Background: an optimization exercise with open tools, aiming at small area, a short achievable clock period and few clock cycles. Do not read the settings as production practice. In this exercise RTL edits were held to simulation tests only and were not proved equivalent to the original. No activity file was given, so power comes from the tool's default toggle rates.

== rev 12 ==
==> flow/design.v (excerpt) <==
module obd_rx (
    input  wire        clk,
    input  wire        rst,
    input  wire        start,
    input  wire [1:0]  proto,     
    input  wire [7:0]  pid,
    input  wire [7:0]  mode,
    input  wire [7:0]  cap,       
    input  wire [17:0] per,       
    output wire        idle,
    input  wire        e_valid,
    output wire        e_ready,
    input  wire [31:0] e_time,
    input  wire        e_end,     
    output reg         o_valid,
    output reg  [7:0]  o_data,
    output reg         done,
    output reg  [7:0]  status,
    output reg  [7:0]  count,     
    output reg  [6:0]  nbytes,    
    output reg         framing    
);
Size in the first run: roughly 2100 cells after synthesis, roughly 0.020 mm² of cells after synthesis.
make LEC_CHECK=0 CAP_MARGIN=20 CORE_MARGIN=2 CORE_UTILIZATION=40 SLEW_MARGIN=20 finish   # period 10.0 ns
run.sh (not shown) runs the stock make flow with config.mk's settings and CLKGATE_MAP_FILE= SYNTH_SCRIPT=/design/flow/synth_recipe.tcl, a recipe that flattens the netlist after the stock synthesis.
Testbench counts of rev 12, summed over its fixed seeds: cycles 18,116.
For rev 13, these inputs were changed with respect to rev 12:
- an added ABC_CLOCK_PERIOD_IN_PS of 4000
- | wire length | rev 13 vs rev 12 | ≈ equal |
- Diff rev 13..rev 12 | total instance count after detailed placement | negligible
- Comparing rev 13 with rev 12, the combinational power came out essentially unchanged.
- Diff rev 12 -> rev 13: final-layout clock-cell area share flat, number of ordinary inverters in the final layout flat, I/O pin total flat, die area flat.
- On met3 capacity usage during global routing, rev 12 and rev 13 are basically level.
- Diff rev 12..rev 13 | share of the clock period used by the worst path after layout | unchanged

========
Another version of the RTL of obd_rx (not shown whole).
Size: about 2,800 cells after synthesis, about 340 flip-flops, about 120 I/O pins, roughly 22,000 sq um of cells after synthesis.
Settings: LEC_CHECK=0, ABC_AREA=1, CAP_MARGIN=20, CORE_MARGIN=2, CORE_UTILIZATION=70, CTS_BUF_LIST=sky130_fd_sc_hd__clkbuf_16, CTS_CLUSTER_DIAMETER=80, CTS_CLUSTER_SIZE=30, SLEW_MARGIN=20; clock period 10.0 ns.
standard.sh (not shown) runs the stock make flow with config.mk's settings and CLKGATE_MAP_FILE= SYNTH_SCRIPT=/design/flow/synth_recipe.tcl, a recipe that flattens the netlist after the stock synthesis.
==> flow/flow/run.sh <==
#!/bin/bash
# Standard layout, with timing repair aiming below the clock period and
# small port buffers (the repair upsizes those that need it).
export SETUP_SLACK_MARGIN=6.5
export BUFFER_PORTS_ARGS="-buffer_cell sky130_fd_sc_hd__buf_2"
bash standard.sh > standard.log 2>&1
Testbench counts at the start, summed over its fixed seeds: cycles 18,436.
==> next run, changes <==
==> flow/flow/run.sh (replaced) <==
#!/bin/bash
# Standard layout, with timing repair aiming below the clock period and
# small port buffers (the repair upsizes those that need it).
export SETUP_SLACK_MARGIN=6.7
export BUFFER_PORTS_ARGS="-buffer_cell sky130_fd_sc_hd__buf_1"
bash standard.sh > standard.log 2>&1
The new run passed the timing, DRC and antenna checks. Setup slack degrades by 0.31 ns. Fmax goes down by a little under a tenth. Clock skew drops by 0.013 ns. Non-clock buffer count goes up by 71. First-iteration DRC count went up by a little under a tenth. Utilization went up by 4.2 points. Critical path depth is lower by 1. Count of clock-buffer cells in the layout falls by 1.
==> next run, changes <==
==> flow/flow/run.sh (replaced) <==
#!/bin/bash
# Standard layout, with timing repair aiming below the clock period and
# small port buffers (the repair upsizes those that need it).
export SETUP_SLACK_MARGIN=6.5
export BUFFER_PORTS_ARGS="-buffer_cell sky130_fd_sc_hd__buf_2"
bash standard.sh > standard.log 2>&1
- CORE_UTILIZATION: 70 -> 60
- CTS_BUF_LIST: sky130_fd_sc_hd__clkbuf_16 -> sky130_fd_sc_hd__clkbuf_8
- CTS_CLUSTER_DIAMETER: 80 -> not set
- CTS_CLUSTER_SIZE: 30 -> not set
=> Synthesized cell count stays the same. Final area went down by 3.4%. Power drops by 2.6%. Global-route usage goes down by 4.2 points. Maximum frequency went up by 9.8%. Worst setup slack gains 0.34 ns. Via count shrinks by 8.3%. First-iteration DRC count drops by 45%. Wire length is lower by 12%. Core utilization drops by 14 points.
==> next run, changes <==
==> flow/flow/run.sh (replaced) <==
#!/bin/bash
# Standard layout, with timing repair aiming below the clock period and
# small port buffers (the repair upsizes those that need it).
export SETUP_SLACK_MARGIN=6.5
export BUFFER_PORTS_ARGS="-buffer_cell sky130_fd_sc_hd__buf_1"
bash standard.sh > standard.log 2>&1
- CORE_UTILIZATION: 60 -> 70
- CTS_BUF_LIST: sky130_fd_sc_hd__clkbuf_8 -> sky130_fd_sc_hd__clkbuf_16
- CTS_CLUSTER_DIAMETER: not set -> 80
- CTS_CLUSTER_SIZE: not set -> 30
What happened: The new run completed with no timing, DRC or antenna violations; die area goes down by 14%; global-route usage goes up by 5.2 points; cell area goes down by 1.7%; area after synthesis does not change; wire length goes up by 5.9%; final cell count goes down by 3.8%; hold slack is better by 0.016 ns.

==> port drivers added, routing unchanged <==
The results above use ideal ports. As a check the final layouts listed here were re-extracted and re-timed, cells and wires unchanged. Step 1, drivers: a clkbuf_16 drives clk and a buf_2 each remaining input, both assumed. Step 2 moves the port delays by t, midway between the first and last clock arrival at a register: inputs arrive t later, outputs are due t later. That takes back most of the time a late clock gives input paths. a / b / c = ideal / step 1 / step 2; a / b = the first two.
run	t (ns)	setup WS [ns]	hold slack, ns
rev 12	0.604	3.587 / 3.587 / 3.587	0.513 / 0.513 / 0.513
rev 13	0.604	3.587 / 3.587 / 3.587	0.513 / 0.513 / 0.513
the first run of note 2	0.587	6.520 / 6.542 / 5.955	0.430 / 0.430 / 0.430
the second run of note 2	0.604	6.212 / 6.250 / 5.646	0.445 / 0.445 / 0.445
the third run of note 2	0.703	6.550 / 6.580 / 5.878	0.434 / 0.434 / 0.434
the fourth run of note 2	0.576	6.346 / 6.356 / 5.780	0.450 / 0.450 / 0.450
After both steps setup and hold are still met in every run listed. For the third run of note 2, which loses most, drivers alone change the setup slack by +0.030 ns; drivers and shift together by -0.672 ns.
